This is an optimization exercise on Yosys and OpenROAD, whose aim is small area, a short achievable clock period and few clock cycles, not a production implementation. RTL that was checked went through simulation tests only; none was proved equivalent to the original. Function not checked in run 2: the RTL went through the layout flow alone. Power and IR drop assume default switching activity.

==> design/flow/design.v <==
module spse_enc4 (
    input  wire         clk,
    input  wire         rst_n,
    input  wire [3:0]   mv_valid,
    output wire [3:0]   mv_ready,
    input  wire [127:0] mv_steps,
    input  wire [3:0]   smp_valid,
    output wire [3:0]   smp_ready,
    input  wire [127:0] smp_ticks,
    output wire [3:0]   desc_valid,
    input  wire [3:0]   desc_ready,
    output wire [127:0] desc_data
);
    genvar g;
    generate
        for (g = 0; g < 4; g = g + 1) begin : g_unit
            spse_unit u (
                .clk(clk), .rst_n(rst_n),
                .mv_valid(mv_valid[g]), .mv_ready(mv_ready[g]),
                .mv_steps(mv_steps[g*32 +: 32]),
                .smp_valid(smp_valid[g]), .smp_ready(smp_ready[g]),
                .smp_ticks(smp_ticks[g*32 +: 32]),
                .desc_valid(desc_valid[g]), .desc_ready(desc_ready[g]),
                .desc_data(desc_data[g*32 +: 32])
            );
        end
    endgenerate
endmodule
module spse_unit (
    input  wire        clk,
    input  wire        rst_n,
    input  wire        mv_valid,
    output wire        mv_ready,
    input  wire [31:0] mv_steps,
    input  wire        smp_valid,
    output wire        smp_ready,
    input  wire [31:0] smp_ticks,
    output wire        desc_valid,
    input  wire        desc_ready,
    output wire [31:0] desc_data
);
    reg  [30:0] out;
    reg         ov;
    reg  [31:0] W;
    reg         wb, wf;
    reg  [31:0] s;
    reg         snz;           
    reg         tr, mk;
    reg         sr, mr;        
    reg         wsat, wbig;    
    reg         wlast;         
    assign desc_valid = ov;
    assign desc_data  = {1'b0, out};
    assign smp_ready  = sr;
    assign mv_ready   = mr;
    wire load = !ov || desc_ready;
    wire        t_big, t_sat;
    wire [14:0] t_L;
    spse_first u_first (.t(smp_ticks), .big(t_big), .sat(t_sat), .L(t_L));
    wire [30:0] t_first = {t_L, 1'b1, 15'd10};
    wire [14:0] w_L     = wsat ? 15'h7fff : W[14:0] - 15'd10;
    wire [30:0] w_first = {w_L, 1'b1, 15'd10};
    wire        last  = wlast;
    wire [14:0] hw    = W[15:1];
    wire [14:0] d0    = hw - 15'd16388;                      
    wire [14:0] d1    = hw - (W[0] ? 15'd16388 : 15'd16389); 
    wire [30:0] cont  = last ? {d1, 1'b0, d0} : {15'h7fff, 1'b0, 15'h7fff};
    wire take  = smp_valid && sr;
    wire mv_go = mv_valid && mr;
    wire e_w     = load && wb;
    wire e_mk    = load && !wb && mk;
    wire e_first = load && take;
    wire e_tr    = load && !wb && !mk && tr && !snz;
    reg        wb_n, wf_n, snz_n, tr_n, mk_n;
    always @(*) begin
        wb_n = wb;
        wf_n = wf;
        if (take) begin
            wb_n = load ? t_big : 1'b1;
            wf_n = !load;
        end else if (e_w) begin
            if (wf) begin
                wf_n = 1'b0;
                wb_n = wbig;
            end else if (last) begin
                wb_n = 1'b0;
            end else begin
                wb_n = W != 32'd98311;                    
            end
        end
        snz_n = snz;
        tr_n  = tr;
        mk_n  = mk;
        if (mv_go) begin
            snz_n = mv_steps != 32'd0;
            tr_n  = 1'b1;
            mk_n  = tr && !e_tr;
        end else begin
            if (take)
                snz_n = s != 32'd1;
            if (e_mk)
                mk_n = 1'b0;
            if (e_tr)
                tr_n = 1'b0;
        end
    end
    always @(posedge clk) begin
        if (!rst_n) begin
            ov <= 1'b0;
            wb <= 1'b0;
            wf <= 1'b0;
            tr <= 1'b0;
            mk <= 1'b0;
            sr <= 1'b0;
            mr <= 1'b1;
        end else begin
            if (e_w)
                out <= wf ? w_first : cont;
            else if (e_first)
                out <= t_first;
            else if (e_mk || e_tr)
                out <= 31'd0;
            if (load)
                ov <= e_w || e_mk || e_first || e_tr;
            if (take) begin
                W     <= smp_ticks;
                wsat  <= t_sat;
                wbig  <= t_big;
                wlast <= smp_ticks < 32'd98311;
            end else if (e_w && !wf && !last) begin
                W     <= W - 32'd65534;
                wlast <= W < 32'd163845;                 
            end
            if (mv_go)
                s <= mv_steps;
            else if (take)
                s <= s - 32'd1;
            wb  <= wb_n;
            wf  <= wf_n;
            snz <= snz_n;
            tr  <= tr_n;
            mk  <= mk_n;
            sr  <= !wb_n && !mk_n && tr_n && snz_n;
            mr  <= !tr_n || (!snz_n && !mk_n);
        end
    end
endmodule
module spse_first (
    input  wire [31:0] t,
    output wire        big,       
    output wire        sat,       
    output wire [14:0] L
);
    assign big = t > 32'd32777;
    assign sat = t > 32'd32776;
    assign L   = sat ? 15'h7fff : t[14:0] - 15'd10;
endmodule
==> design/flow/flow/run.sh <==
#!/bin/bash
# The standard layout, with these changes to how it is made:
#  - synthesis leaves out the flow's Kogge-Stone carry map for adders
#    (SYNTH_OPERATIONS_ARGS replaces the default "-extra-map
#    lcu_kogge_stone.v"; -booth only affects multipliers, of which the
#    design has none), so adders keep Yosys's own smaller carry logic;
#    registers and their names are unchanged; nor does it map adders to
#    the library's half/full adder cells (ADDER_MAP_FILE empty), leaving
#    them to ABC with the rest of the logic
#  - ports are buffered with buf_1 instead of the flow's default pick
#  - timing repair aims at a setup slack margin (ns) so that the layout is
#    optimised for a shorter period than the 11 ns constraint; the margin
#    for the repair right after synthesis and the one for the later
#    repairs (after CTS and global routing) are read from flow/margins.txt
#    (the constraints themselves are unchanged)
set -euo pipefail
read -r FP_MARGIN LATE_MARGIN < flow/margins.txt
BUF="BUFFER_PORTS_ARGS=-buffer_cell sky130_fd_sc_hd__buf_1"
OPS="SYNTH_OPERATIONS_ARGS=-booth"
ADD="ADDER_MAP_FILE="
bash standard.sh floorplan "$OPS" "$ADD" "SETUP_SLACK_MARGIN=${FP_MARGIN}" "$BUF" > standard_make_1.log 2>&1
bash standard.sh finish "$OPS" "$ADD" "SETUP_SLACK_MARGIN=${LATE_MARGIN}" "$BUF" > standard_make_2.log 2>&1
==> design/flow/flow/margins.txt <==
0 7.5
==> design/flow/standard.sh <==
#!/bin/bash
# synth_recipe.tcl (not shown) runs the flow's synth.tcl, then flattens the netlist and writes it again
# the make line also repeats each setting of config.mk as NAME=value (left out here)
make -C /OpenROAD-flow-scripts/flow DESIGN_CONFIG=/design/flow/config.mk WORK_HOME=/design/flow/orfs CLKGATE_MAP_FILE= SYNTH_SCRIPT=/design/flow/synth_recipe.tcl "${@:-finish}"
==> design/flow/config.mk <==
export PLATFORM = sky130hd
export DESIGN_NAME = spse_enc4
export DESIGN_NICKNAME = spse_enc4
export VERILOG_FILES = /design/flow/design.v
export SDC_FILE = /design/flow/constraint.sdc
export NUM_CORES = 4
export LEC_CHECK = 0
export CAP_MARGIN = 20
export CORE_MARGIN = 2
export CORE_UTILIZATION = 60
export CTS_BUF_LIST = sky130_fd_sc_hd__clkbuf_16
export CTS_CLUSTER_DIAMETER = 80
export CTS_CLUSTER_SIZE = 24
export SLEW_MARGIN = 20
export SYNTH_HIERARCHICAL = 1
==> design/flow/constraint.sdc <==
create_clock -name core_clock -period 11.0 [get_ports {clk}]
set_input_delay 2.2000 -clock core_clock [delete_from_list [all_inputs] [get_ports {clk}]]
set_output_delay 2.2000 -clock core_clock [all_outputs]
set_load 0.01 [all_outputs]
==> impl_metrics.csv, run 1 <==
group,metric,value,unit
run_status,status,"complete, no violations",
sta,finalSetupViolCount,0,
synthesis,synthFlopType,"edfxtp_1",
floorplanning,start_util,60.7,%
route,final_antenna_net_count,0,
floorplanning,die_h,215,µm
synthesis,synth_top_family_by_area,"simple AND/OR/NAND/NOR gates",
sta,drv_slew,0,
setup_path,regToRegSetupSlack,8010,ps
floorplanning,rows,77,
synthesis,synth_top_cell_by_area,"edfxtp_1",
cells_and_area,largestRegisters,"g_unit.u.W x128, g_unit.u.s x128, g_unit.u.out x124",
route,wl_per_cell,20.7,µm
floorplanning,die_w,215,µm
cts,cts_tree,"yes",
synthesis,netlist_instances,2924,
place,dp_slack,6640,ps
synthesis,synth-simple-area-share,24.4,%
floorplanning,fp.dieArea,46300,µm²
cells_and_area,areaGrowthSynthToFinish,10.6,%
cts,cts-root-buf,"clkbuf_16",
synthesis,ys_top_cells_by_count,"edfxtp_1, nand2_1, o21ai_0, nor2_1, clkbuf_1",
grt,grt_max_degree,47,
route,drcViolationCount,0,
grt,grt_antenna_before_repair,17,
hold_path,hp-start,"g_unit[0].u.tr$_SDFF_PN0_",
grt,grt_pass1_wl,124000,µm
setup_path,rr_startpoint,"g_unit[0].u.s[6]$_DFFE_PP_",
place,postPlaceCellArea,28400,µm²
sta,holdWs,620,ps
floorplanning,io_pins,410,
cells_and_area,final_util,67.1,%
synthesis,synth_fa_ha_area_share,0,%
synthesis,yosysSeqAreaShare,46.5,%
synthesis,yosysWarnings,7,
cells_and_area,design_area,29600,µm²
sta,setup_tns,0,ps
power_and_ir_drop,power_density,130,nW/µm²
cts,ctsHoldBuffers,0,
power_and_ir_drop,peakVddDrop,117,µV
setup_path,cp.required,11390,ps
synthesis,syn_area,26800,µm²
route,vias,24600,
synthesis,yosysMostFrequentCell,"edfxtp_1",
sta,slew_headroom,31.8,%
cells_and_area,drive_above_1_share,5.74,%
grt,overflow,0,
sta,tightest_slew,1020,ps
place,dp_cells,3735,
synthesis,synth.top_cell.area_share,44.4,%
grt,gr-usage-all-layers,32.8,%
route,vias_per_cell,6.45,
synthesis,syn-num-nets,3194,
sta,finalWorstSetupSlack,7550,ps
place,gp_congestion,1.01,
setup_path,critical_path.startpoint,"desc_ready[0]",
place,hpwl,57200,µm
cts,clkLatencyLatePin,600,ps
setup_path,crit_type,"in2reg",
route,drtIter0Drc,2641,
synthesis,synth_cell_type_count,63,
synthesis,synthMuxAreaShare,0.149,%
floorplanning,core,44100,µm²
synthesis,synth_edf_count,396,
sta,period_share,31.3,%
setup_path,worstPathArrival,3840,ps
synthesis,synth_xor_area_share,8.11,%
cts,cts_inserted_buffers,28,
synthesis,synthTopCellsByArea,"edfxtp_1, o21ai_0, nand2_1, xnor2_1, xor2_1",
sta,rsz0062_at_grt,"yes",
cts,clkSlewWorstSetupHoldPaths,100,ps
cells_and_area,nNetsFinal,3455,
cells_and_area,final_cells,3810,
place,numPortBuffers,405,
sta,period_minus_slack,3450,ps
cts,numClockSinks,424,
synthesis,syn_area_per_cell,9.16,µm²
cts,htree_levels,1,
setup_path,end_kind,"flip-flop",
synthesis,synth_compound_area_share,16.8,%
route,drt_wl_total,78800,µm
sta,hold_viol,0,
hold_path,hold_path.class,"reg2reg",
route,first_pass_iters,5,
sta,fmax,0.290,GHz
setup_path,crit_fanout,13,
sta,final.setup_skew,29.2,ps
power_and_ir_drop,power,3.85,mW
grt,grt_pass1_vias,23000,
setup_path,startpoint_type,"input port",
power_and_ir_drop,leakage,9.13,nW
synthesis,synth-seq-cells,424,
run,max_cap_violations,0,
cts,clock_path_buffers,3,
synthesis,ys_async_sr_fraction,0,%
-- Yosys stat by module, one instance, submodules excluded, a selection --
module      flops+latches  copies in the design  cell area (µm²)  cells inside
spse_first              0                     4              434            65
spse_unit             106                     4             6260           666
-- power by group --
group	internal (mW)	switching, mW	total [mW]
clock	0.530	0.638	1.17
sequential	1.93	0.113	2.05
combinational	0.221	0.413	0.633
-- final timing paths --
path / endpoint / depth (start not counted)
worst max-delay path: g_unit[0].u.out[30]$_DFFE_PP_ / 6
worst min-delay path: g_unit[0].u.sr$_SDFF_PN0_ / 3
worst max register to register: g_unit[0].u.s[22]$_DFFE_PP_ / 5
worst min register to register: g_unit[0].u.sr$_SDFF_PN0_ / 3
-- worst max-delay path, cell delays in order --
cell and delay, ps:
buf_1 180, nand2b_1 370, nand3b_1 520, a31oi_1 320, nand3_1 110, o2111ai_1 130
-- per-layer routing --
metal,routed length [µm],up-vias,global-route usage [%]
met5,121,-,0
met1,32600,11700,46.5
met3,7860,177,6.03
li1,-,11500,-
met2,35700,1228,51.4
met4,2510,18,10.3
-- timing repair --
action,in CTS,in global routing
gates cloned,1,4
buffers inserted,2,4
endpoints found under the setup margin,151,167
resized for setup,14,25
pin swaps,2,1
-- area by class of cell --
cell class	instances	area (µm²)
fill	3737	14500
multi-input combinational	2257	13400
sequential	424	12500
timing repair buffer	442	1840
clock buffer	30	751
tap	592	741
clock inverter	22	241
inverter	32	120
antenna	11	27.5
-- cells in the final DEF, fill, tap and decap left out, types with 24 or more instances in the layout --
cell and n:
buf_4 32, nand2_1 374, clkbuf_16 30, nand3_1 76, edfxtp_1 396, or4_1 28
nor3_1 114, and3_1 24, a31oi_1 88, or3_1 60, o31ai_1 32, and2_1 24
xor2_1 112, o21ai_0 281, nand2b_1 28, inv_1 37, buf_1 400, o21a_1 45
dfxtp_1 28, nor2_1 240, nor4_1 129, xnor2_1 136, a21oi_1 112, nand4_1 44
-- kinds of logic after synthesis --
group,after synthesis
multiplexers,4
buffers and inverters,248
AND/OR/NAND/NOR,1268
other,4
AO/OA/AOI/OAI,728
flip-flops,424
XOR/XNOR,248
Testbench counts, summed over its fixed seeds: cycles 2,549.
==> inputs of run 2 (changes only) <==
--- a/design/flow/design.v
+++ b/design/flow/design.v
@@ -153,5 +153,17 @@
 );
-    assign big = t > 32'd32777;
-    assign sat = t > 32'd32776;
-    assign L   = sat ? 15'h7fff : t[14:0] - 15'd10;
+    wire        hi   = |t[31:16];
+    wire        ge9  = |t[14:4] | (t[3] & |t[2:0]);      
+    wire        ge10 = |t[14:4] | (t[3] & |t[2:1]);      
+    wire        lt10 = !(t[3] & |t[2:1]);                
+    wire [3:0]  low  = t[3:0] - 4'd10;
+    reg  [14:0] sub;
+    integer     i;
+    always @(*) begin
+        sub[3:0] = low;
+        for (i = 4; i < 15; i = i + 1)
+            sub[i] = t[i] ^ (lt10 & ~|(t[14:0] & ((15'd1 << i) - 15'd16)));
+    end
+    assign big = hi | (t[15] & ge10);
+    assign sat = hi | (t[15] & ge9);
+    assign L   = sub | {15{sat}};
 endmodule
==> run 2 against run 1 <==
Still clean on timing, DRC and antenna. Critical path depth is 2 higher. Combinational power is 0.8% higher. Design area is 0.63% higher.
==> impl_metrics.csv, run 2 <==
group,metric,value,unit
synthesis,yosysMostFrequentCell,"edfxtp_1",
grt,grt.met2_usage,53.1,%
synthesis,synth.top_cell.area_share,44.6,%
sta,hold_viol,0,
run_status,status,"complete, no violations",
synthesis,syn_area_per_cell,9.21,µm²
setup_path,crit_chain,"buf_8, nor4_4, nand3_4, or4_4, a21bo_4, nor3_4, a211oi_2, nor4b_2",
sta,period_minus_slack,3550,ps
cts,cts-root-buf,"clkbuf_16",
sta,slew_headroom,32.0,%
sta,tightest_slew,1020,ps
synthesis,synthFlopType,"edfxtp_1",
sta,finalSetupViolCount,0,
setup_path,end_kind,"flip-flop",
grt,busiest_layer,"met2",
route,drt_wl_total,80300,µm
grt,overflow,0,
place,dp_slack,6510,ps
setup_path,crit_type,"in2reg",
cts,htree_levels,1,
grt,use_met3,5.42,%
sta,period_share,32.3,%
synthesis,syn_area,26600,µm²
power_and_ir_drop,power_density,129,nW/µm²
setup_path,cp.required,11520,ps
synthesis,syn-num-nets,3162,
cells_and_area,multi_input_area,13400,µm²
floorplanning,io_pins,410,
route,first_pass_iters,8,
place,gp_congestion,1.00,
synthesis,synth_top_cell_by_area,"edfxtp_1",
sta,fmax,0.282,GHz
run,max_cap_violations,0,
cts,clkLatencyLatePin,610,ps
floorplanning,die_h,215,µm
floorplanning,die_w,215,µm
setup_path,startpoint_type,"input port",
route,final_antenna_net_count,0,
grt,grtUsageMet1,44.6,%
setup_path,critPathSlowestCell,"or4_4",
sta,setup_tns,0,ps
route,vias,24700,
route,drcViolationCount,0,
place,hpwl,57300,µm
synthesis,ys_top_cells_by_count,"edfxtp_1, nand2_1, o21ai_0, nor2_1, clkbuf_1",
cts,clock_path_buffers,3,
setup_path,critPathTopFamily,"simple AND/OR/NAND/NOR gates",
synthesis,synthTopCellsByArea,"edfxtp_1, o21ai_0, nand2_1, xnor2_1, xor2_1",
setup_path,crit_fanout,4,
synthesis,netlist_instances,2892,
power_and_ir_drop,peakVddDrop,124,µV
setup_path,cpPeakStageDelay,510,ps
grt,grt_antenna_before_repair,20,
synthesis,yosysSeqAreaShare,46.7,%
synthesis,synth_edf_count,396,
setup_path,cp_num_buf_inv,1,
synthesis,ys_async_sr_fraction,0,%
grt,grt_pass1_wl,124000,µm
sta,final.setup_skew,39.8,ps
hold_path,hold_path.class,"reg2reg",
cells_and_area,areaGrowthSynthToFinish,11.9,%
grt,gr-usage-all-layers,33.3,%
cells_and_area,final_common_cell,"edfxtp_1",
cts,numClockSinks,424,
cells_and_area,nNetsFinal,3442,
cts,cts_tree,"yes",
cts,cts_inserted_buffers,27,
cells_and_area,final_cell_mix,"edfxtp_1, buf_1, nand2_1, o21ai_0, nor2_1",
floorplanning,core,44000,µm²
grt,grt_pass1_vias,22600,
synthesis,synth_cell_type_count,59,
floorplanning,start_util,60.5,%
route,vias_per_cell,6.49,
floorplanning,rows,77,
sta,finalWorstSetupSlack,7450,ps
grt,grt_max_degree,47,
synthesis,yosysWarnings,8,
cts,clkSlewWorstSetupHoldPaths,100,ps
place,numPortBuffers,405,
sta,rsz0062_at_grt,"yes",
cells_and_area,fillers,3601,
cells_and_area,ff_latch_area,12500,µm²
cells_and_area,drive_above_1_share,6.92,%
route,wl_per_cell,21.1,µm
sta,drv_slew,0,
cells_and_area,largestRegisters,"g_unit.u.W x128, g_unit.u.s x128, g_unit.u.out x124",
floorplanning,fp.dieArea,46100,µm²
synthesis,synth-seq-cells,424,
power_and_ir_drop,leakage,9.22,nW
route,drtIter0Drc,2594,
setup_path,worstPathArrival,4070,ps
==> run 2: cell types whose count changed after synthesis, sizes merged, moves of 12 or more <==
cell and change:
nand2 -36, nand3 +20, nor4 -12, or3 +12
==> run 2: final cells by class <==
type,count,area share (%)
Sequential cell,424,41.8
Inverter,28,0.353
Tap cell,592,2.49
Clock inverter,20,0.676
Timing Repair Buffer,466,7.02
Multi-Input combinational cell,2225,45.0
Antenna cell,17,0.143
Clock buffer,30,2.52
==> run 2: path summary, 6_finish.rpt <==
check,from,to,slack [ps],depth (start not counted)
max,smp_ticks[6],g_unit[0].u.sr$_SDFF_PN0_,7450,8
min,g_unit[2].u.tr$_SDFF_PN0_,g_unit[2].u.sr$_SDFF_PN0_,630,3
max reg2reg,g_unit[3].u.s[6]$_DFFE_PP_,g_unit[3].u.s[21]$_DFFE_PP_,7810,5
min reg2reg,g_unit[2].u.tr$_SDFF_PN0_,g_unit[2].u.sr$_SDFF_PN0_,630,3
==> run 2: power breakdown <==
part	switching, mW	internal (mW)
Sequential	0.120	1.94
Combinational	0.412	0.226
Clock	0.626	0.523
==> run 2: layer usage <==
metal,up-vias,wire length [µm],part of all wire [%]
met5,-,59,0.073
met4,10,4150,5.2
met3,279,7470,9.3
met2,1422,37200,46
met1,11500,31500,39
li1,11400,-,-
==> run 2: kinds of logic after synthesis <==
| logic type | synth area share, % |
|---|---|
| AO/OA/AOI/OAI | 17.3 |
| other | 0.0564 |
| AND/OR/NAND/NOR | 23.8 |
| buffers and inverters | 3.81 |
| multiplexers | 0.150 |
| XOR/XNOR | 8.15 |
| flip-flops | 46.7 |
==> run 2: Yosys stat by module (local to each module, per instance), excerpt <==
module	times used	flops+latches	area, µm²	cells inside
spse_first	4	0	397	57
spse_unit	4	106	6260	666
==> run 2: through the flow <==
stage | cells | power, mW | instance area (µm²) | util, % | hold slack (ps)
floorplan | 2892 | 2.45 | 26600 | - | 576
detailed placement | 3698 | 2.69 | 28200 | 64.1 | 615
global route | 3796 | 3.98 | 29800 | 67.6 | 660
global placement | 3698 | 2.67 | 28200 | 64.1 | 599
CTS | 3762 | 3.83 | 29500 | 66.9 | 629
finish | 3802 | 3.84 | 29800 | 67.7 | 628
==> run 2: repair_timing <==
action | 4_1_cts | 5_1_grt
setup buffers | 11 | 21
endpoints found under the setup margin | 164 | 126
resized for setup | 47 | 33
hold buffers | 0 | 0
pin swaps | 26 | 23
gates cloned | 3 | 2
==> run 2: worst register-to-register path, delay by kind of cell (launching register included) <==
| family | cells | cell delay [ps] |
|---|---|---|
| AND/OR/NAND/NOR | 4 | 2420 |
| flip-flops | 1 | 440 |
| AO/OA/AOI/OAI | 1 | 180 |
==> inputs of run 3 (changes only) <==
--- a/design/flow/design.v
+++ b/design/flow/design.v
@@ -69,2 +69,17 @@
     wire mv_go = mv_valid && mr;
+    reg  [31:0] s_dec;
+    wire        ef = load && wb && !wf && !wlast;
+    wire        ec = ef && &W[15:1];             
+    wire        ed = ef && !(&W[15:1]);          
+    reg  [31:0] W_sub;
+    integer     k;
+    always @(*) begin
+        for (k = 0; k < 32; k = k + 1)
+            s_dec[k] = s[k] ^ (take && !(|(s & ((32'd1 << k) - 32'd1))));
+        W_sub[0] = W[0];
+        for (k = 1; k < 16; k = k + 1)
+            W_sub[k] = W[k] ^ (ef && &(W[15:0] | ~((32'd1 << k) - 32'd2)));
+        for (k = 16; k < 32; k = k + 1)
+            W_sub[k] = W[k] ^ (ed && !(|(W & ((32'd1 << k) - 32'd65536))));
+    end
     wire e_w     = load && wb;
@@ -125,3 +140,2 @@
             if (take) begin
-                W     <= smp_ticks;
                 wsat  <= t_sat;
@@ -129,10 +143,5 @@
                 wlast <= smp_ticks < 32'd98311;
-            end else if (e_w && !wf && !last) begin
-                W     <= W - 32'd65534;
+            end else if (ef) begin
                 wlast <= W < 32'd163845;                 
             end
-            if (mv_go)
-                s <= mv_steps;
-            else if (take)
-                s <= s - 32'd1;
             wb  <= wb_n;
@@ -146,2 +155,6 @@
     end
+    always @(posedge clk) begin
+        W <= take ? smp_ticks : W_sub;
+        s <= mv_go ? mv_steps : s_dec;
+    end
 endmodule
@@ -153,17 +166,5 @@
 );
-    wire        hi   = |t[31:16];
-    wire        ge9  = |t[14:4] | (t[3] & |t[2:0]);      
-    wire        ge10 = |t[14:4] | (t[3] & |t[2:1]);      
-    wire        lt10 = !(t[3] & |t[2:1]);                
-    wire [3:0]  low  = t[3:0] - 4'd10;
-    reg  [14:0] sub;
-    integer     i;
-    always @(*) begin
-        sub[3:0] = low;
-        for (i = 4; i < 15; i = i + 1)
-            sub[i] = t[i] ^ (lt10 & ~|(t[14:0] & ((15'd1 << i) - 15'd16)));
-    end
-    assign big = hi | (t[15] & ge10);
-    assign sat = hi | (t[15] & ge9);
-    assign L   = sub | {15{sat}};
+    assign big = t > 32'd32777;
+    assign sat = t > 32'd32776;
+    assign L   = sat ? 15'h7fff : t[14:0] - 15'd10;
 endmodule
--- a/design/flow/config.mk
+++ b/design/flow/config.mk
@@ -9,6 +9,6 @@
 export CORE_MARGIN = 2
-export CORE_UTILIZATION = 60
+export CORE_UTILIZATION = 65
 export CTS_BUF_LIST = sky130_fd_sc_hd__clkbuf_16
-export CTS_CLUSTER_DIAMETER = 80
-export CTS_CLUSTER_SIZE = 24
+export CTS_CLUSTER_DIAMETER = 90
+export CTS_CLUSTER_SIZE = 26
 export SLEW_MARGIN = 20
==> run 3 against run 2 <==
Synthesized cell count rose by 4.6%. Utilization increased by 4.5 points. First-iteration DRC count decreased by 9.3%. Global-route usage grew 1.3 points. Via count up 0.41%. Design area fell by 6.5%. Combinational power rose by 110%. Worst hold slack worse by 130 ps. Critical path type unchanged.
==> impl_metrics.csv, run 3 <==
group,metric,value,unit
power_and_ir_drop,p_seq_share,52.9,%
sta,fmax,0.284,GHz
cells_and_area,largestRegisters,"g_unit.u.W x128, g_unit.u.s x128, g_unit.u.out x124",
synthesis,yosysWarnings,7,
place,hpwl,53400,µm
cts,clkLatencyLatePin,550,ps
cells_and_area,areaGrowthSynthToFinish,9.83,%
sta,drv_slew,0,
setup_path,cp-endpoint,"g_unit[1].u.sr$_SDFF_PN0_",
cts,clock_path_buffers,3,
synthesis,netlist_instances,3024,
power_and_ir_drop,p_comb_share,27.9,%
grt,gr-usage-all-layers,34.6,%
grt,overflow,0,
sta,slew_headroom,42.9,%
power_and_ir_drop,leakage,9.02,nW
cts,htree_levels,1,
route,drt_wl_total,73300,µm
synthesis,yosysMostFrequentCell,"nand2_1",
power_and_ir_drop,power_density,169,nW/µm²
synthesis,synth_edf_count,144,
sta,period_share,32.0,%
place,gp_congestion,0.974,
floorplanning,core,38600,µm²
setup_path,rr_startpoint,"g_unit[3].u.W[4]$_DFF_P_",
synthesis,synth_fa_ha_area_share,0,%
setup_path,cpPeakStageDelay,430,ps
sta,rsz0062_at_grt,"yes",
run_status,status,"complete, no violations",
cts,numClockSinks,424,
power_and_ir_drop,sw_frac_of_total,38.3,%
setup_path,end_kind,"flip-flop",
run,max_cap_violations,0,
setup_path,crit_chain,"buf_1, nor4_4, and2_1, and3_2, o21ai_1, nor3_1, a21oi_1, o21ai_2, and4_1",
synthesis,synth.top_cell.area_share,22.1,%
route,drcViolationCount,0,
cells_and_area,final_common_cell,"nand2_1",
synthesis,synth_xor_area_share,8.57,%
grt,grt_max_degree,54,
route,vias,24800,
synthesis,syn_area_per_cell,8.38,µm²
synthesis,yosysSeqAreaShare,39.2,%
route,first_pass_iters,6,
hold_path,hold_path.class,"reg2reg",
setup_path,crit_fanout,7,
cts,cts_tree,"yes",
setup_path,timing.rr.end,"g_unit[3].u.W[28]$_DFF_P_",
setup_path,worstPathArrival,3960,ps
route,wl_per_cell,19.2,µm
cells_and_area,fillers,3204,
synthesis,synth_cell_type_count,71,
synthesis,synthFlopType,"dfxtp_1",
setup_path,cp.required,11440,ps
floorplanning,rows,72,
synthesis,ys_top_cells_by_count,"nand2_1, o21ai_0, dfxtp_1, nor2_1, xnor2_1",
sta,final.setup_skew,18.6,ps
sta,setup_tns,0,ps
sta,finalSetupViolCount,0,
route,vias_per_cell,6.48,
floorplanning,io_pins,410,
setup_path,critical_path.startpoint,"smp_ticks[37]",
sta,period_minus_slack,3510,ps
synthesis,synth_top_family_by_area,"simple AND/OR/NAND/NOR gates",
power_and_ir_drop,p_switching,1.80,mW
setup_path,r2r_cells,5,
grt,grt_antenna_before_repair,14,
synthesis,synthMuxAreaShare,0.651,%
sta,tightest_slew,855,ps
synthesis,syn_area,25400,µm²
route,final_antenna_net_count,0,
power_and_ir_drop,intPower,2.90,mW
grt,grt_pass1_wl,117000,µm
cells_and_area,final_util,72.2,%
setup_path,startpoint_type,"input port",
synthesis,synth_compound_area_share,18.4,%
cells_and_area,nNetsFinal,3556,
place,dp_slack,6620,ps
route,drtIter0Drc,2354,
cts,cts_inserted_buffers,20,
floorplanning,start_util,65.8,%
cts,clkSlewWorstSetupHoldPaths,100,ps
setup_path,crit_type,"in2reg",
synthesis,synth_top_cell_by_area,"dfxtp_1",
floorplanning,die_h,202,µm
synthesis,synthTopCellsByArea,"dfxtp_1, edfxtp_1, nand2_1, o21ai_0, xnor2_1",
floorplanning,die_w,202,µm
setup_path,critPathSlowestCell,"buf_1",
sta,hold_viol,0,
place,numPortBuffers,405,
cells_and_area,drive_above_1_share,6.67,%
cells_and_area,final_cell_mix,"nand2_1, buf_1, o21ai_0, dfxtp_1, nor2_1",
power_and_ir_drop,p_clk_share,19.2,%
power_and_ir_drop,peakVddDrop,122,µV
cts,cts-root-buf,"clkbuf_16",
synthesis,synth-simple-area-share,28.9,%
sta,finalWorstSetupSlack,7490,ps
synthesis,synth-seq-cells,424,
floorplanning,fp.dieArea,40600,µm²
cts,ctsHoldBuffers,0,
synthesis,syn-num-nets,3294,
setup_path,regToRegSetupSlack,8290,ps
grt,grt_pass1_vias,22600,
synthesis,ys_async_sr_fraction,0,%
-- run 3: cell types whose count changed in the layout (fill, tap and decap cells not counted), moves of 16 or more --
cell      before  now
o21a_1        48   28
a31oi_1       84  112
or4_1         32   52
xnor2_1      128  148
nor2_1       236  208
nand3_2        0   16
nand2_1      336  412
edfxtp_1     396  144
buf_4         57   35
nor4_4         4   20
a21oi_1      104   68
xor2_1       120  100
dfxtp_1       28  280
-- run 3: logic make-up (layout without fill, tap and decap cells) --
kind of cell           after synthesis  after routing
XOR/XNOR                           248            248
buffers and inverters              244            519
AND/OR/NAND/NOR                   1352           1353
flip-flops                         424            424
multiplexers                        16             16
other                                4             10
AO/OA/AOI/OAI                      736            736
-- run 3: area by class of cell --
type / instances / area [µm²] / share of cell area, %
Multi-Input combinational cell: 2357 / 14600 / 52.4
Antenna cell: 6 / 15.0 / 0.0539
Timing Repair Buffer: 447 / 1910 / 6.84
Sequential cell: 424 / 9930 / 35.7
Clock buffer: 23 / 576 / 2.07
Clock inverter: 13 / 53.8 / 0.193
Inverter: 36 / 139 / 0.499
Tap cell: 518 / 648 / 2.33
-- run 3: layer usage --
layer / track usage, % / wire, µm / vias up
li1: - / - / 11700
met1: 46.9 / 30000 / 11700
met2: 55.7 / 33500 / 1184
met3: 6.59 / 6880 / 193
met4: 11.8 / 2780 / 16
met5: 0 / 102 / -
-- run 3: worst min-delay path by stage --
stage,from,end,slack [ps],depth (start not counted)
3_3_place_gp,g_unit[2].u.s[3]$_DFF_P_,g_unit[2].u.s[3]$_DFF_P_,470,2
6_report,g_unit[0].u.s[3]$_DFF_P_,g_unit[0].u.s[3]$_DFF_P_,500,2
4_1_cts,g_unit[0].u.s[3]$_DFF_P_,g_unit[0].u.s[3]$_DFF_P_,500,2
2_1_floorplan,g_unit[0].u.s[3]$_DFF_P_,g_unit[0].u.s[3]$_DFF_P_,460,2
3_5_place_dp,g_unit[0].u.s[3]$_DFF_P_,g_unit[0].u.s[3]$_DFF_P_,480,2
5_1_grt,g_unit[3].u.s[3]$_DFF_P_,g_unit[3].u.s[3]$_DFF_P_,530,2
-- run 3: Yosys stat by module, one instance, submodules excluded, excerpt --
| module | cells inside | cell area [µm²] |
|---|---|---|
| spse_unit | 691 | 5900 |
| spse_first | 65 | 434 |
-- run 3: what timing repair did --
action / 4_1_cts / 5_1_grt
buffers inserted: 2 / 10
resized for setup: 24 / 45
setup endpoints to repair: 167 / 151
gates cloned: 0 / 1
pin swaps: 0 / 3
-- run 3: per-stage QoR --
stage | hold slack (ps) | std cells | total power, mW | instance area (µm²)
6_report | 497 | 3824 | 4.69 | 27800
4_1_cts | 496 | 3805 | 4.65 | 27500
3_5_place_dp | 482 | 3767 | 3.76 | 26800
5_1_grt | 529 | 3823 | 4.96 | 27800
2_1_floorplan | 457 | 3024 | 3.39 | 25400
3_3_place_gp | 473 | 3767 | 3.69 | 26800
-- run 3: power by group through the flow --
stage	clock network (mW)	logic (mW)	registers (mW)
floorplan	0	1.23	2.16
global placement	0	1.23	2.47
detailed placement	0	1.27	2.49
CTS	0.909	1.29	2.46
global route	0.959	1.46	2.54
finish	0.899	1.31	2.48
-- run 3: critical path: cells and delay by family --
| kind | cells | cell delay, ps |
|---|---|---|
| AO/OA/AOI/OAI | 3 | 530 |
| buffers and inverters | 1 | 430 |
| AND/OR/NAND/NOR | 5 | 800 |
Testbench counts of run 3, summed over its fixed seeds: cycles 2,549.
==> inputs of run 4 (changes only) <==
--- a/design/flow/config.mk
+++ b/design/flow/config.mk
@@ -9,6 +9,6 @@
 export CORE_MARGIN = 2
-export CORE_UTILIZATION = 65
+export CORE_UTILIZATION = 60
 export CTS_BUF_LIST = sky130_fd_sc_hd__clkbuf_16
-export CTS_CLUSTER_DIAMETER = 90
-export CTS_CLUSTER_SIZE = 26
+export CTS_CLUSTER_DIAMETER = 80
+export CTS_CLUSTER_SIZE = 24
 export SLEW_MARGIN = 20
==> run 4 against run 3 <==
Final cell count rose by 1.1%. Non-clock buffer count fell by 5. Combinational power about the same. Largest power group unchanged.
==> impl_metrics.csv, run 4 <==
group,metric,value,unit
run_status,status,"complete, no violations",
setup_path,cpPeakStageDelay,360,ps
cts,numClockSinks,424,
cells_and_area,largestRegisters,"g_unit.u.W x128, g_unit.u.s x128, g_unit.u.out x124",
sta,final.setup_skew,17.2,ps
hold_path,holdPathEnd,"g_unit[0].u.s[3]$_DFF_P_",
grt,gr-usage-all-layers,32.5,%
route,final_antenna_net_count,0,
grt,grt_pass1_vias,22500,
floorplanning,fp.dieArea,43900,µm²
floorplanning,die_w,210,µm
cells_and_area,fillers,3625,
setup_path,r2r_cells,5,
synthesis,ys_top_cells_by_count,"nand2_1, o21ai_0, dfxtp_1, nor2_1, xnor2_1",
power_and_ir_drop,p_seq_share,50.1,%
route,drtIter0Drc,2398,
grt,overflow,0,
cells_and_area,design_area,28200,µm²
cts,htree_levels,1,
sta,drv_slew,0,
route,first_pass_iters,6,
cells_and_area,drive_above_1_share,6.79,%
setup_path,cp.required,11350,ps
grt,grt_pass1_wl,117000,µm
cells_and_area,areaGrowthSynthToFinish,11.1,%
sta,hold_viol,0,
power_and_ir_drop,intPower,3.05,mW
grt,grt_max_degree,54,
cts,cts_inserted_buffers,29,
sta,period_minus_slack,3460,ps
hold_path,hold_depth,2,
synthesis,synthFlopType,"dfxtp_1",
synthesis,synth_top_cell_by_area,"dfxtp_1",
route,vias,24500,
synthesis,synthTopCellsByArea,"dfxtp_1, edfxtp_1, nand2_1, o21ai_0, xnor2_1",
sta,period_share,31.5,%
power_and_ir_drop,sw_frac_of_total,38.6,%
synthesis,netlist_instances,3024,
route,drcViolationCount,0,
floorplanning,core,41900,µm²
synthesis,synth_cell_type_count,71,
sta,fmax,0.289,GHz
place,hpwl,55100,µm
setup_path,critPathSlowestCell,"and3b_4",
cells_and_area,final_cell_mix,"nand2_1, buf_1, o21ai_0, dfxtp_1, nor2_1",
synthesis,syn-num-nets,3294,
cts,clkLatencyLatePin,610,ps
floorplanning,io_pins,410,
setup_path,startpoint_type,"input port",
setup_path,rr_startpoint,"g_unit[2].u.W[4]$_DFF_P_",
cells_and_area,nNetsFinal,3559,
sta,tightest_slew,892,ps
cts,cts-root-buf,"clkbuf_16",
power_and_ir_drop,peakVddDrop,139,µV
power_and_ir_drop,p_switching,1.92,mW
cts,clkSlewWorstSetupHoldPaths,100,ps
setup_path,crit_type,"in2reg",
setup_path,crit_fanout,15,
sta,setup_tns,0,ps
synthesis,syn_area_per_cell,8.38,µm²
route,drt_wl_total,74700,µm
power_and_ir_drop,leakage,9.13,nW
power_and_ir_drop,power,4.97,mW
synthesis,syn_area,25400,µm²
synthesis,synth.top_cell.area_share,22.1,%
cts,ctsHoldBuffers,0,
place,numPortBuffers,405,
cells_and_area,final_util,67.3,%
power_and_ir_drop,p_comb_share,26.1,%
synthesis,yosysWarnings,7,
power_and_ir_drop,power_density,176,nW/µm²
synthesis,synth_edf_count,144,
route,vias_per_cell,6.34,
synthesis,yosysSeqAreaShare,39.2,%
run,max_cap_violations,0,
cells_and_area,final_common_cell,"nand2_1",
route,wl_per_cell,19.3,µm
floorplanning,rows,75,
setup_path,timing.rr.end,"g_unit[2].u.W[23]$_DFF_P_",
synthesis,yosysMostFrequentCell,"nand2_1",
sta,slew_headroom,40.4,%
hold_path,hold_path.class,"reg2reg",
setup_path,regToRegSetupSlack,8270,ps
sta,rsz0062_at_grt,"yes",
synthesis,ys_async_sr_fraction,0,%
place,postPlaceCellArea,26900,µm²
cts,cts_tree,"yes",
sta,finalSetupViolCount,0,
setup_path,worstPathArrival,3820,ps
place,dp_cells,3790,
cells_and_area,final_cells,3866,
floorplanning,start_util,60.6,%
power_and_ir_drop,p_clk_share,23.8,%
place,gp_congestion,0.981,
setup_path,end_kind,"flip-flop",
floorplanning,die_h,210,µm
cts,clock_path_buffers,3,
setup_path,crit_chain,"buf_1, nor4_1, and4_1, and3b_4, o21ai_0, a221o_1",
synthesis,synth-seq-cells,424,
grt,grt_antenna_before_repair,23,
hold_path,hp-start,"g_unit[0].u.s[3]$_DFF_P_",
[run 4: area by class of cell]
cell class	count	area [µm²]	share of cell area (%)
diodes	15	37.5	0.133
clock buffers	30	751	2.67
clock inverters	24	251	0.893
inverters	36	135	0.480
multi-input cells	2356	14500	51.6
flip-flops and latches	424	9930	35.3
well taps	539	674	2.39
repair buffers	442	1860	6.60
[run 4: worst max path at each step]
stage / start / to
after floorplan: smp_valid[0] / g_unit[0].u.out[0]$_SDFFCE_PP0P_
after global placement: smp_ticks[71] / g_unit[2].u.out[29]$_DFFE_PP_
after detailed placement: smp_ticks[68] / g_unit[2].u.out[29]$_DFFE_PP_
after CTS: desc_ready[0] / g_unit[0].u.out[28]$_DFFE_PP_
after global routing: smp_ticks[101] / g_unit[3].u.sr$_SDFF_PN0_
final: smp_ticks[126] / g_unit[3].u.out[29]$_DFFE_PP_
[run 4: power groups by stage]
stage	Sequential [mW]	Clock, mW	Combinational, mW
6_report	2.49	1.18	1.30
2_1_floorplan	2.16	0	1.23
4_1_cts	2.47	1.19	1.28
3_5_place_dp	2.50	0	1.27
5_1_grt	2.54	1.24	1.45
3_3_place_gp	2.48	0	1.23
[run 4: cells by family after synthesis]
| kind of cell | synth area share (%) |
|---|---|
| muxes | 0.651 |
| xor gates and xnor gates | 8.57 |
| and+or+nand+nor | 28.9 |
| DFF | 39.2 |
| other | 0.0592 |
| AOI/OAI and AO/OA | 18.4 |
| buffers and inverters | 4.28 |
[run 4: critical path: cells and delay by family]
family                 cells  cell delay [ps]
AOI/OAI and AO/OA          2              480
buffers and inverters      1              120
and+or+nand+nor            3             1020
[run 4: modules after synthesis (local to each module, per instance), a selection]
module	area, µm²	times used	cells inside
spse_first	434	4	65
spse_unit	5900	4	691
[run 4: metrics by stage]
step,hold WS [ps],setup WS (ps)
2_1_floorplan,457,5550
3_3_place_gp,470,6750
3_5_place_dp,483,6670
4_1_cts,498,7500
5_1_grt,528,7460
6_report,498,7540
[run 4: routing by layer]
| layer | share of wire [%] | track usage [%] | vias up | wire, µm |
|---|---|---|---|---|
| li1 | - | - | 11800 | - |
| met2 | 47 | 52.6 | 986 | 34800 |
| met4 | 4.3 | 13.7 | 20 | 3240 |
| met5 | 0.17 | 0 | - | 129 |
| met1 | 41 | 42.6 | 11500 | 30400 |
| met3 | 8.3 | 6.51 | 188 | 6230 |
[run 4: what timing repair did]
action / in CTS / in global routing
endpoints found under the setup margin: 74 / 130
setup buffers: 0 / 6
resized for setup: 14 / 33
pin swaps: 0 / 3
==> inputs of run 5 (changes only) <==
--- a/design/flow/design.v
+++ b/design/flow/design.v
@@ -49,3 +49,2 @@
     reg         sr, mr;        
-    reg         wsat, wbig;    
     reg         wlast;         
@@ -60,2 +59,4 @@
     wire [30:0] t_first = {t_L, 1'b1, 15'd10};
+    wire        wsat    = W > 32'd32776;
+    wire        wbig    = W > 32'd32777;
     wire [14:0] w_L     = wsat ? 15'h7fff : W[14:0] - 15'd10;
@@ -140,4 +141,2 @@
             if (take) begin
-                wsat  <= t_sat;
-                wbig  <= t_big;
                 wlast <= smp_ticks < 32'd98311;
==> design/flow/flow/margins.txt (replaced) <==
0 7.65
==> run 5 against run 4 <==
Still clean. Synthesized cell count is 4.0% lower. Sequential cell count shrank 8. Register-to-register slack worse by 400 ps. Area after synthesis shrank 2.5%. Design area up 3.2%. Critical endpoint is now g_unit[0].u.out[27]$_DFFE_PP_. Clock skew increased by 0.52 ps.
==> impl_metrics.csv, run 5 <==
group,metric,value,unit
power_and_ir_drop,intPower,2.97,mW
setup_path,crit_type,"in2reg",
run_status,status,"complete, no violations",
sta,setup_tns,0,ps
grt,gr-usage-all-layers,34.3,%
setup_path,end_kind,"flip-flop",
grt,grt_max_degree,64,
setup_path,worstPathArrival,3810,ps
power_and_ir_drop,p_clk_share,20.9,%
synthesis,yosysWarnings,7,
power_and_ir_drop,p_switching,1.92,mW
sta,drv_slew,0,
route,first_pass_iters,8,
setup_path,cp.required,11330,ps
route,drtIter0Drc,2330,
synthesis,syn_area,24700,µm²
synthesis,netlist_instances,2904,
route,final_antenna_net_count,0,
sta,finalSetupViolCount,0,
sta,period_minus_slack,3470,ps
sta,tightest_slew,858,ps
cts,cts_inserted_buffers,24,
sta,period_share,31.6,%
route,vias,24700,
floorplanning,rows,74,
floorplanning,die_h,207,µm
floorplanning,die_w,207,µm
cts,clkLatencyLatePin,580,ps
cts,cts_tree,"yes",
floorplanning,core,40700,µm²
floorplanning,fp.dieArea,42800,µm²
grt,grt_antenna_before_repair,3,
floorplanning,io_pins,410,
cells_and_area,final_cell_mix,"nand2_1, o21ai_0, dfxtp_1, buf_1, xnor2_1",
power_and_ir_drop,p_seq_share,50.5,%
grt,grt_pass1_wl,119000,µm
route,vias_per_cell,6.53,
place,numPortBuffers,405,
sta,hold_viol,0,
cts,clock_path_buffers,3,
floorplanning,start_util,60.7,%
cells_and_area,nNetsFinal,3496,
synthesis,syn-num-nets,3174,
run,max_cap_violations,0,
cells_and_area,final_common_cell,"nand2_1",
power_and_ir_drop,power_density,168,nW/µm²
cells_and_area,areaGrowthSynthToFinish,17.6,%
power_and_ir_drop,leakage,9.72,nW
cts,htree_levels,1,
place,hpwl,54600,µm
hold_path,hold_path.class,"reg2reg",
setup_path,crit_fanout,3,
cts,ctsHoldBuffers,0,
grt,grt_pass1_vias,22400,
power_and_ir_drop,sw_frac_of_total,39.2,%
route,drcViolationCount,0,
route,wl_per_cell,20.8,µm
cells_and_area,drive_above_1_share,15.1,%
setup_path,startpoint_type,"input port",
sta,slew_headroom,42.3,%
sta,rsz0062_at_grt,"yes",
cells_and_area,largestRegisters,"g_unit.u.W x128, g_unit.u.s x128, g_unit.u.out x124",
cts,numClockSinks,416,
route,drt_wl_total,78600,µm
place,gp_congestion,0.980,
sta,fmax,0.288,GHz
setup_path,regToRegSetupSlack,7870,ps
sta,final.setup_skew,17.7,ps
power_and_ir_drop,peakVddDrop,123,µV
synthesis,syn_area_per_cell,8.51,µm²
cells_and_area,final_util,71.4,%
power_and_ir_drop,p_comb_share,28.5,%
grt,overflow,0,
cts,clkSlewWorstSetupHoldPaths,90,ps
cts,cts-root-buf,"clkbuf_16",
==> run 5: changes by cell type in the layout (fill, tap and decap cells not counted), sizes merged, moves of 20 or more <==
cell | before | now
o21ai | 300 | 332
o31ai | 52 | 28
xnor2 | 148 | 172
nor2 | 208 | 144
clkbuf | 32 | 93
or3 | 72 | 52
nand3 | 124 | 84
a221o | 12 | 36
nand2 | 412 | 352
==> run 5: metrics by stage <==
step                total power [mW]  instances  cell area, µm²  worst slack (ps)  hold slack (ps)
floorplan                       3.34       2904           24700              7230              462
global placement                3.70       3645           26100              6320              474
detailed placement              3.75       3645           26100              6170              484
CTS                             4.80       3742           28000              7580              496
global route                    5.15       3778           29100              7490              530
finish                          4.89       3778           29100              7530              500
==> run 5: timing repair <==
item	in CTS	in global routing
endpoints found under the setup margin	349	243
endpoints found under the hold margin	0	0
pin swaps	49	58
setup buffers	45	31
resized for setup	200	284
cloned	8	0
==> run 5: power by group through the flow <==
stage / sequential (mW) / combinational, mW / clock (mW)
4_1_cts: 2.45 / 1.33 / 1.03
3_5_place_dp: 2.47 / 1.28 / 0
2_1_floorplan: 2.16 / 1.18 / 0
5_1_grt: 2.53 / 1.54 / 1.08
6_report: 2.47 / 1.39 / 1.02
3_3_place_gp: 2.45 / 1.25 / 0
==> run 5: layer usage <==
| layer | global-route usage [%] | share of wire [%] | vias to the layer above |
|---|---|---|---|
| met2 | 55.3 | 47 | 1185 |
| met4 | 15.3 | 4.6 | 2 |
| met5 | 0 | 0.014 | - |
| li1 | - | - | 11500 |
| met3 | 6.04 | 8.3 | 215 |
| met1 | 45.2 | 40 | 11700 |
==> run 5: critical path, stage by stage <==
cell and delay (ps):
buf_8 100, nor4_4 280, and4_4 280, and3b_2 220, buf_4 120, buf_4 90, nand2_1 50, a21oi_2 180
o21ai_1 90, a21o_1 180
==> run 5: worst paths after layout <==
check,start,cells past startpoint,to
setup reg to reg,g_unit[2].u.W[8]$_DFF_P_,5,g_unit[2].u.out[25]$_DFFE_PP_
hold reg to reg,g_unit[1].u.W[31]$_DFF_P_,2,g_unit[1].u.W[31]$_DFF_P_
hold / removal,g_unit[1].u.W[31]$_DFF_P_,2,g_unit[1].u.W[31]$_DFF_P_
setup / recovery,smp_ticks[21],10,g_unit[0].u.out[27]$_DFFE_PP_
==> run 5: layout make-up <==
| class | count | area, µm² |
|---|---|---|
| diodes | 2 | 5.00 |
| clock buffers | 27 | 676 |
| clock inverters | 17 | 119 |
| fillers | 3240 | 11700 |
| inverters | 32 | 140 |
| multi-input cells | 2247 | 14800 |
| flip-flops and latches | 416 | 9700 |
| well taps | 532 | 666 |
| repair buffers | 505 | 2940 |
Testbench counts of run 5, summed over its fixed seeds: cycles 2,549.
==> inputs of run 6 (changes only) <==
==> design/flow/flow/margins.txt (replaced) <==
0 7.5
==> run 6 against run 5 <==
Worst setup slack worse by 33 ps. Area after synthesis stayed put. Global-route usage is 0.37 points lower.
==> impl_metrics.csv, run 6 <==
group,metric,value,unit
grt,overflow,0,
floorplanning,die_h,207,µm
floorplanning,core,40700,µm²
hold_path,hold_path.class,"reg2reg",
power_and_ir_drop,p_comb_share,27.8,%
sta,final.setup_skew,17.3,ps
cells_and_area,areaGrowthSynthToFinish,12.7,%
sta,period_share,31.9,%
place,numPortBuffers,405,
cts,cts_tree,"yes",
setup_path,cp.required,11320,ps
cells_and_area,nNetsFinal,3453,
route,vias_per_cell,6.52,
grt,gr-usage-all-layers,34.0,%
setup_path,cpPeakStageDelay,300,ps
setup_path,regToRegSetupSlack,7880,ps
setup_path,crit_fanout,5,
route,vias,24400,
place,hpwl,54600,µm
sta,drv_slew,0,
route,drt_wl_total,76900,µm
setup_path,critPathTopFamily,"simple AND/OR/NAND/NOR gates",
route,wl_per_cell,20.6,µm
setup_path,r2r_cells,5,
power_and_ir_drop,sw_frac_of_total,39.1,%
run_status,status,"complete, no violations",
route,first_pass_iters,6,
synthesis,netlist_instances,2904,
synthesis,syn_area_per_cell,8.51,µm²
route,drcViolationCount,0,
floorplanning,fp.dieArea,42800,µm²
cells_and_area,drive_above_1_share,9.00,%
grt,grt_antenna_before_repair,4,
cts,clkLatencyLatePin,580,ps
grt,grt_pass1_vias,22100,
place,dp_slack,6170,ps
grt,grt_max_degree,64,
sta,fmax,0.285,GHz
setup_path,cp_num_buf_inv,2,
power_and_ir_drop,p_clk_share,21.1,%
setup_path,worstPathArrival,3820,ps
cts,numClockSinks,416,
sta,hold_viol,0,
sta,slew_headroom,22.6,%
floorplanning,die_w,207,µm
sta,finalSetupViolCount,0,
cts,cts_inserted_buffers,24,
setup_path,timing.rr.end,"g_unit[2].u.out[25]$_DFFE_PP_",
setup_path,critical_path.startpoint,"smp_ticks[21]",
setup_path,critPathSlowestCell,"a221oi_2",
floorplanning,rows,74,
cts,htree_levels,1,
route,drtIter0Drc,2477,
floorplanning,start_util,60.7,%
power_and_ir_drop,p_switching,1.89,mW
sta,period_minus_slack,3500,ps
place,gp_congestion,0.980,
route,final_antenna_net_count,0,
run,max_cap_violations,0,
sta,setup_tns,0,ps
cells_and_area,largestRegisters,"g_unit.u.W x128, g_unit.u.s x128, g_unit.u.out x124",
setup_path,rr_startpoint,"g_unit[2].u.W[8]$_DFF_P_",
cts,cts-root-buf,"clkbuf_16",
grt,grt_pass1_wl,118000,µm
synthesis,syn-num-nets,3174,
synthesis,syn_area,24700,µm²
setup_path,end_kind,"flip-flop",
setup_path,startpoint_type,"input port",
power_and_ir_drop,p_seq_share,51.2,%
setup_path,cp_num_cells,8,
setup_path,crit_chain,"clkbuf_2, nor4_4, and4_4, and3b_2, buf_12, nand3b_1, a221oi_2, nand2_1",
power_and_ir_drop,leakage,9.00,nW
power_and_ir_drop,peakVddDrop,122,µV
sta,rsz0062_at_grt,"yes",
setup_path,crit_type,"in2reg",
sta,tightest_slew,1160,ps
synthesis,yosysWarnings,7,
cells_and_area,final_common_cell,"buf_1",
cells_and_area,fillers,3423,
cts,ctsHoldBuffers,0,
floorplanning,io_pins,410,
cts,clock_path_buffers,3,
power_and_ir_drop,intPower,2.94,mW
cts,clkSlewWorstSetupHoldPaths,90,ps
power_and_ir_drop,power_density,173,nW/µm²
cells_and_area,final_cell_mix,"buf_1, nand2_1, o21ai_0, dfxtp_1, xnor2_1",
sta,finalWorstSetupSlack,7500,ps
setup_path,cp-endpoint,"g_unit[0].u.out[22]$_DFFE_PP_",
-- run 6: worst reg2reg max path, delay by kind of cell (launching register included) --
kind	cells	cell delay, ps
simple gates	3	1410
flops	1	540
compound gates	2	920
-- run 6: area by class of cell --
cell class	count	area (µm²)	share of cell area [%]
sequential	416	9690	34.8
tap	532	666	2.39
clock buffer	27	676	2.43
inverter	32	133	0.476
multi-input combinational	2247	14500	51.9
antenna	5	12.5	0.0449
timing repair buffer	462	2100	7.55
clock inverter	17	119	0.427
-- run 6: repair_timing --
item,4_1_cts,5_1_grt
resized for setup,33,148
setup endpoints to repair,272,162
setup buffers,25,11
gates cloned,5,3
pin swaps,10,33
-- run 6: power by group through the flow --
stage	sequential (mW)	combinational [mW]	clock, mW
CTS	2.44	1.30	1.03
finish	2.47	1.34	1.02
floorplan	2.16	1.18	0
global route	2.53	1.49	1.08
global placement	2.45	1.25	0
detailed placement	2.47	1.28	0
-- run 6: worst min path at each step --
stage,from,end,cells past startpoint
2_1_floorplan,g_unit[0].u.W[31]$_DFF_P_,g_unit[0].u.W[31]$_DFF_P_,2
3_3_place_gp,g_unit[1].u.W[31]$_DFF_P_,g_unit[1].u.W[31]$_DFF_P_,2
3_5_place_dp,g_unit[1].u.W[31]$_DFF_P_,g_unit[1].u.W[31]$_DFF_P_,2
4_1_cts,g_unit[1].u.W[31]$_DFF_P_,g_unit[1].u.W[31]$_DFF_P_,2
5_1_grt,g_unit[0].u.W[31]$_DFF_P_,g_unit[0].u.W[31]$_DFF_P_,2
6_report,g_unit[1].u.W[31]$_DFF_P_,g_unit[1].u.W[31]$_DFF_P_,2
-- run 6: routing by layer --
metal / vias up / global-route usage (%) / share of wire [%]
met5: - / 0 / 0.014
met4: 2 / 13.9 / 4.1
met3: 199 / 5.67 / 8.4
met2: 1145 / 55.1 / 47
met1: 11600 / 45.1 / 41
li1: 11400 / - / -
-- run 6: stage by stage --
step	power [mW]	utilization [%]	instances	instance area, µm²	hold WS, ps
finish	4.83	68.4	3738	27900	499
global route	5.10	68.4	3736	27800	530
CTS	4.77	66.8	3719	27200	496
detailed placement	3.75	64.0	3645	26100	484
global placement	3.70	64.0	3645	26100	474
floorplan	3.34	-	2904	24700	462
==> inputs of run 7 (changes only) <==
--- a/design/flow/config.mk
+++ b/design/flow/config.mk
@@ -15 +15,2 @@
 export SYNTH_HIERARCHICAL = 1
+export TNS_END_PERCENT = 5
==> run 7 against run 6 <==
Via count decreased by 1.0%. Clock power barely moved. Sequential power about the same. Clock skew hardly changed. Design area down 2.6%. Synthesized cell count is the same. Largest power group unchanged. Power is 0.57% lower. Worst setup slack lost 130 ps. Fmax down 3.7%.
==> impl_metrics.csv, run 7 <==
group,metric,value,unit
run_status,status,"complete, no violations",
sta,period_share,33.1,%
route,drt_wl_total,75800,µm
setup_path,r2r_cells,5,
setup_path,startpoint_type,"input port",
hold_path,hold_path.class,"reg2reg",
setup_path,timing.rr.end,"g_unit[2].u.out[26]$_DFFE_PP_",
cts,cts_tree,"yes",
sta,period_minus_slack,3640,ps
sta,setup_tns,0,ps
floorplanning,fp.dieArea,42800,µm²
cells_and_area,largestRegisters,"g_unit.u.W x128, g_unit.u.s x128, g_unit.u.out x124",
cts,clock_path_buffers,3,
route,vias_per_cell,6.49,
cells_and_area,final_common_cell,"buf_1",
route,final_antenna_net_count,0,
sta,rsz0062_at_grt,"yes",
floorplanning,die_h,207,µm
synthesis,yosysWarnings,7,
cts,cts_inserted_buffers,24,
floorplanning,start_util,60.7,%
place,gp_congestion,0.980,
setup_path,regToRegSetupSlack,7860,ps
sta,finalWorstSetupSlack,7360,ps
cts,clkLatencyLatePin,580,ps
grt,gr-usage-all-layers,33.7,%
route,drtIter0Drc,2182,
run,max_cap_violations,0,
setup_path,crit_type,"in2reg",
synthesis,syn_area_per_cell,8.51,µm²
route,first_pass_iters,8,
setup_path,critPathTopFamily,"simple AND/OR/NAND/NOR gates",
power_and_ir_drop,power_density,177,nW/µm²
setup_path,end_kind,"flip-flop",
power_and_ir_drop,leakage,8.65,nW
place,dp_slack,6170,ps
setup_path,worstPathArrival,3950,ps
sta,tightest_slew,1150,ps
setup_path,critical_path.startpoint,"desc_ready[0]",
synthesis,syn_area,24700,µm²
setup_path,cp.required,11310,ps
sta,drv_slew,0,
setup_path,cp_num_cells,6,
cts,ctsHoldBuffers,0,
sta,hold_viol,0,
floorplanning,io_pins,410,
place,hpwl,54600,µm
grt,grt_antenna_before_repair,7,
grt,overflow,0,
synthesis,netlist_instances,2904,
cts,cts-root-buf,"clkbuf_16",
floorplanning,core,40700,µm²
cts,numClockSinks,416,
floorplanning,rows,74,
setup_path,cp-endpoint,"g_unit[0].u.out[23]$_DFFE_PP_",
setup_path,cp_num_buf_inv,1,
power_and_ir_drop,peakVddDrop,122,µV
place,numPortBuffers,405,
cells_and_area,areaGrowthSynthToFinish,9.81,%
power_and_ir_drop,power,4.80,mW
setup_path,crit_chain,"buf_1, nor2b_1, or3_1, o21ai_0, a31oi_1, nand2_1",
setup_path,critPathSlowestCell,"nor2b_1",
setup_path,rr_startpoint,"g_unit[2].u.W[8]$_DFF_P_",
sta,finalSetupViolCount,0,
setup_path,crit_fanout,10,
cells_and_area,drive_above_1_share,5.92,%
setup_path,cpPeakStageDelay,630,ps
route,wl_per_cell,20.4,µm
cells_and_area,final_cell_mix,"buf_1, nand2_1, o21ai_0, dfxtp_1, xnor2_1",
floorplanning,die_w,207,µm
route,vias,24100,
route,drcViolationCount,0,
sta,slew_headroom,23.2,%
cts,clkSlewWorstSetupHoldPaths,90,ps
grt,grt_max_degree,64,
grt,grt_pass1_wl,117000,µm
cts,htree_levels,1,
sta,final.setup_skew,16.8,ps
synthesis,syn-num-nets,3174,
cells_and_area,nNetsFinal,3428,
grt,grt_pass1_vias,22000,
sta,fmax,0.275,GHz
-- run 7: worst register-to-register path: cells and delay by family, from the launching register on --
family	cells	cell delay (ps)
and+or+nand+nor	3	1400
DFF	1	550
AOI/OAI and AO/OA	2	930
-- run 7: worst min path at each step --
stage | from | endpoint | slack (ps) | cells past startpoint
6_report | g_unit[2].u.W[31]$_DFF_P_ | g_unit[2].u.W[31]$_DFF_P_ | 500 | 2
5_1_grt | g_unit[0].u.W[31]$_DFF_P_ | g_unit[0].u.W[31]$_DFF_P_ | 530 | 2
4_1_cts | g_unit[1].u.W[31]$_DFF_P_ | g_unit[1].u.W[31]$_DFF_P_ | 500 | 2
3_5_place_dp | g_unit[1].u.W[31]$_DFF_P_ | g_unit[1].u.W[31]$_DFF_P_ | 480 | 2
3_3_place_gp | g_unit[1].u.W[31]$_DFF_P_ | g_unit[1].u.W[31]$_DFF_P_ | 470 | 2
2_1_floorplan | g_unit[0].u.W[31]$_DFF_P_ | g_unit[0].u.W[31]$_DFF_P_ | 460 | 2
-- run 7: area by class of cell --
type | instances | area [µm²]
Fill cell | 3541 | 13600
Inverter | 32 | 128
Tap cell | 532 | 666
Clock inverter | 17 | 119
Multi-Input combinational cell | 2244 | 14000
Timing Repair Buffer | 440 | 1790
Sequential cell | 416 | 9690
Clock buffer | 27 | 676
Antenna cell | 8 | 20.0
-- run 7: routing by layer --
| layer | vias to the layer above | wire (µm) | track usage (%) |
|---|---|---|---|
| li1 | 11400 | - | - |
| met2 | 1116 | 35100 | 54.3 |
| met4 | 2 | 3180 | 14.3 |
| met1 | 11400 | 31100 | 44.8 |
| met3 | 186 | 6440 | 5.62 |
| met5 | - | 11 | 0 |
-- run 7: metrics by stage --
step	std cells	hold WS (ps)	utilization, %	instance area [µm²]
floorplan	2904	462	-	24700
global placement	3645	474	64.0	26100
detailed placement	3645	484	64.0	26100
CTS	3708	496	66.3	27000
global route	3713	530	66.6	27100
finish	3716	499	66.6	27100
-- run 7: timing repair --
item	CTS	global route
buffers inserted	15	0
hold endpoints to repair	0	0
pin swaps	7	0
endpoints found under the setup margin	272	276
resized for setup	3	24
cloned	4	0
-- run 7: power by group --
part	internal [mW]	switching, mW
sequential	1.91	0.562
combinational	0.565	0.752
clock	0.458	0.558
total	2.93	1.87
==> inputs of run 8 (changes only) <==
--- a/design/flow/config.mk
+++ b/design/flow/config.mk
@@ -15,2 +15,2 @@
 export SYNTH_HIERARCHICAL = 1
-export TNS_END_PERCENT = 5
+export TNS_END_PERCENT = 30
==> run 8 against run 7 <==
First-iteration DRC count rose by 5.4%. Fmax increased by 1.0%. Register-to-register slack is essentially flat. Die area is the same. Sequential share of layout area decreased by 0.64 points. Utilization rose by 1.2 points. Sequential power hardly changed. Power is 0.48% higher. Area after synthesis unchanged.
==> impl_metrics.csv, run 8 <==
group,metric,value,unit
run_status,status,"complete, no violations",
floorplanning,core,40700,µm²
route,vias_per_cell,6.52,
route,vias,24400,
setup_path,startpoint_type,"input port",
grt,gr-usage-all-layers,33.7,%
synthesis,syn-num-nets,3174,
sta,finalSetupViolCount,0,
setup_path,r2r_cells,5,
setup_path,crit_type,"in2reg",
sta,drv_slew,0,
hold_path,hold_path.class,"reg2reg",
cts,numClockSinks,416,
cts,clkLatencyLatePin,580,ps
sta,setup_tns,0,ps
sta,holdWs,499,ps
sta,period_minus_slack,3600,ps
hold_path,hp-start,"g_unit[2].u.W[31]$_DFF_P_",
grt,grt_pass1_wl,117000,µm
cells_and_area,nNetsFinal,3453,
setup_path,rr_startpoint,"g_unit[2].u.W[8]$_DFF_P_",
setup_path,critPathSlowestCell,"o311a_2",
grt,grt_max_degree,64,
setup_path,cp.required,11210,ps
sta,final.setup_skew,19.1,ps
cts,clkSlewWorstSetupHoldPaths,90,ps
setup_path,crit_fanout,46,
floorplanning,start_util,60.7,%
floorplanning,fp.dieArea,42800,µm²
route,drcViolationCount,0,
power_and_ir_drop,leakage,8.90,nW
cts,clock_path_buffers,3,
place,numPortBuffers,405,
sta,fmax,0.278,GHz
setup_path,end_kind,"flip-flop",
cells_and_area,areaGrowthSynthToFinish,11.8,%
setup_path,crit_chain,"buf_1, nand2_1, inv_2, o311a_2",
floorplanning,io_pins,410,
route,final_antenna_net_count,0,
floorplanning,rows,74,
setup_path,timing.rr.end,"g_unit[2].u.out[25]$_DFFE_PP_",
synthesis,netlist_instances,2904,
sta,rsz0062_at_grt,"yes",
setup_path,regToRegSetupSlack,7870,ps
cells_and_area,drive_above_1_share,8.40,%
setup_path,cpPeakStageDelay,820,ps
route,wl_per_cell,20.5,µm
cts,ctsHoldBuffers,0,
synthesis,syn_area,24700,µm²
route,drtIter0Drc,2300,
run,max_cap_violations,0,
cts,htree_levels,1,
cells_and_area,final_common_cell,"buf_1",
cells_and_area,final_cell_mix,"buf_1, nand2_1, o21ai_0, dfxtp_1, xnor2_1",
route,drt_wl_total,76700,µm
synthesis,syn_area_per_cell,8.51,µm²
grt,grt_antenna_before_repair,8,
cts,cts_tree,"yes",
power_and_ir_drop,power_density,175,nW/µm²
sta,period_share,32.7,%
sta,slew_headroom,24.0,%
sta,tightest_slew,1140,ps
route,first_pass_iters,6,
cts,cts-root-buf,"clkbuf_16",
grt,grt_pass1_vias,22000,
cts,cts_inserted_buffers,24,
place,hpwl,54600,µm
setup_path,worstPathArrival,3810,ps
hold_path,holdPathEnd,"g_unit[2].u.W[31]$_DFF_P_",
power_and_ir_drop,peakVddDrop,122,µV
synthesis,yosysWarnings,7,
cells_and_area,largestRegisters,"g_unit.u.W x128, g_unit.u.s x128, g_unit.u.out x124",
sta,hold_viol,0,
hold_path,hold_depth,2,
floorplanning,die_w,207,µm
grt,overflow,0,
place,gp_congestion,0.980,
floorplanning,die_h,207,µm
[run 8: worst max path at each step]
stage / start / endpoint / slack (ps) / cells past startpoint
floorplan: desc_ready[0] / g_unit[0].u.W[31]$_DFF_P_ / 7230 / 6
global placement: smp_valid[1] / g_unit[1].u.s[28]$_DFF_P_ / 6320 / 6
detailed placement: smp_valid[3] / g_unit[3].u.s[28]$_DFF_P_ / 6170 / 6
CTS: smp_valid[3] / g_unit[3].u.out[8]$_SDFFCE_PP0P_ / 7210 / 6
global route: smp_valid[2] / g_unit[2].u.out[16]$_DFFE_PP_ / 7270 / 4
finish: smp_valid[2] / g_unit[2].u.out[17]$_DFFE_PP_ / 7400 / 4
[run 8: critical path, delay by kind of cell]
| family | cells | cell delay (ps) |
|---|---|---|
| buffers and inverters | 2 | 640 |
| AND/OR/NAND/NOR | 1 | 90 |
| AO/OA/AOI/OAI | 1 | 820 |
[run 8: repair_timing]
| action | in CTS | in global routing |
|---|---|---|
| gates resized for setup | 9 | 116 |
| pin swaps | 8 | 21 |
| setup buffers | 17 | 19 |
| cloned | 4 | 4 |
| setup endpoints to repair | 272 | 240 |
[run 8: metrics by stage]
step / instances / power [mW] / instance area (µm²) / setup WS [ps] / utilization (%)
4_1_cts: 3710 / 4.77 / 27100 / 7210 / 66.4
6_report: 3741 / 4.82 / 27600 / 7400 / 67.8
2_1_floorplan: 2904 / 3.34 / 24700 / 7230 / -
5_1_grt: 3738 / 5.09 / 27600 / 7270 / 67.8
3_3_place_gp: 3645 / 3.70 / 26100 / 6320 / 64.0
3_5_place_dp: 3645 / 3.75 / 26100 / 6170 / 64.0
[run 8: power by group]
part / internal (mW) / switching [mW]
Combinational: 0.573 / 0.763
Sequential: 1.91 / 0.564
Clock: 0.458 / 0.560
[run 8: cell type report]
cell class,instances,area [µm²]
multi-input combinational,2248,14300
inverter,32,130
clock inverter,17,119
antenna,8,20.0
sequential,416,9690
tap,532,666
timing repair buffer,461,2010
fill,3472,13100
clock buffer,27,676
[run 8: routing by layer]
| layer | vias to the layer above | share of wire (%) | global-route usage (%) |
|---|---|---|---|
| met5 | - | 0.014 | 0 |
| met4 | 2 | 4.3 | 14.3 |
| met3 | 196 | 8.5 | 5.70 |
| met2 | 1179 | 46 | 54.3 |
| met1 | 11600 | 41 | 44.9 |
| li1 | 11500 | - | - |

==> static timing again, ports no longer ideal <==
How much do the figures lean on ideal ports? The routed layouts below were timed once more, with nothing changed but the port constraints.
Step 1 assumes that a clkbuf_16 drives the clock port and a buf_2 every other input.
Step 2 also shifts input and output timing later by t, the mid clock arrival at the registers, as if the neighbouring blocks saw the same clock.
Slacks: ideal / step 1 / step 2; pairs: ideal / step 1.
| run | t, ns | setup slack, ns | worst setup path after step 2 | clock arrival spread, ns | pins driven straight from the clock port |
|---|---|---|---|---|---|
| run 1 | 0.649 | 7.553 / 7.504 / 6.939 | input to register | 0.036 / 0.035 | 1 |
| run 2 | 0.652 | 7.450 / 7.472 / 6.820 | input to register | 0.039 / 0.040 | 1 |
| run 3 | 0.605 | 7.485 / 7.522 / 6.918 | input to register | 0.025 / 0.025 | 1 |
| run 4 | 0.659 | 7.538 / 7.492 / 6.920 | input to register | 0.025 / 0.025 | 1 |
| run 5 | 0.637 | 7.529 / 7.511 / 6.874 | input to register | 0.024 / 0.024 | 1 |
| run 6 | 0.635 | 7.496 / 7.487 / 6.853 | input to register | 0.019 / 0.019 | 1 |
| run 7 | 0.635 | 7.362 / 7.377 / 6.742 | input to register | 0.020 / 0.020 | 1 |
| run 8 | 0.635 | 7.399 / 7.437 / 6.803 | input to register | 0.020 / 0.021 | 1 |
After both steps setup and hold are still met in every run listed. The setup slack of run 5, which loses most, moves by -0.018 ns with the drivers and by -0.655 ns with both steps.
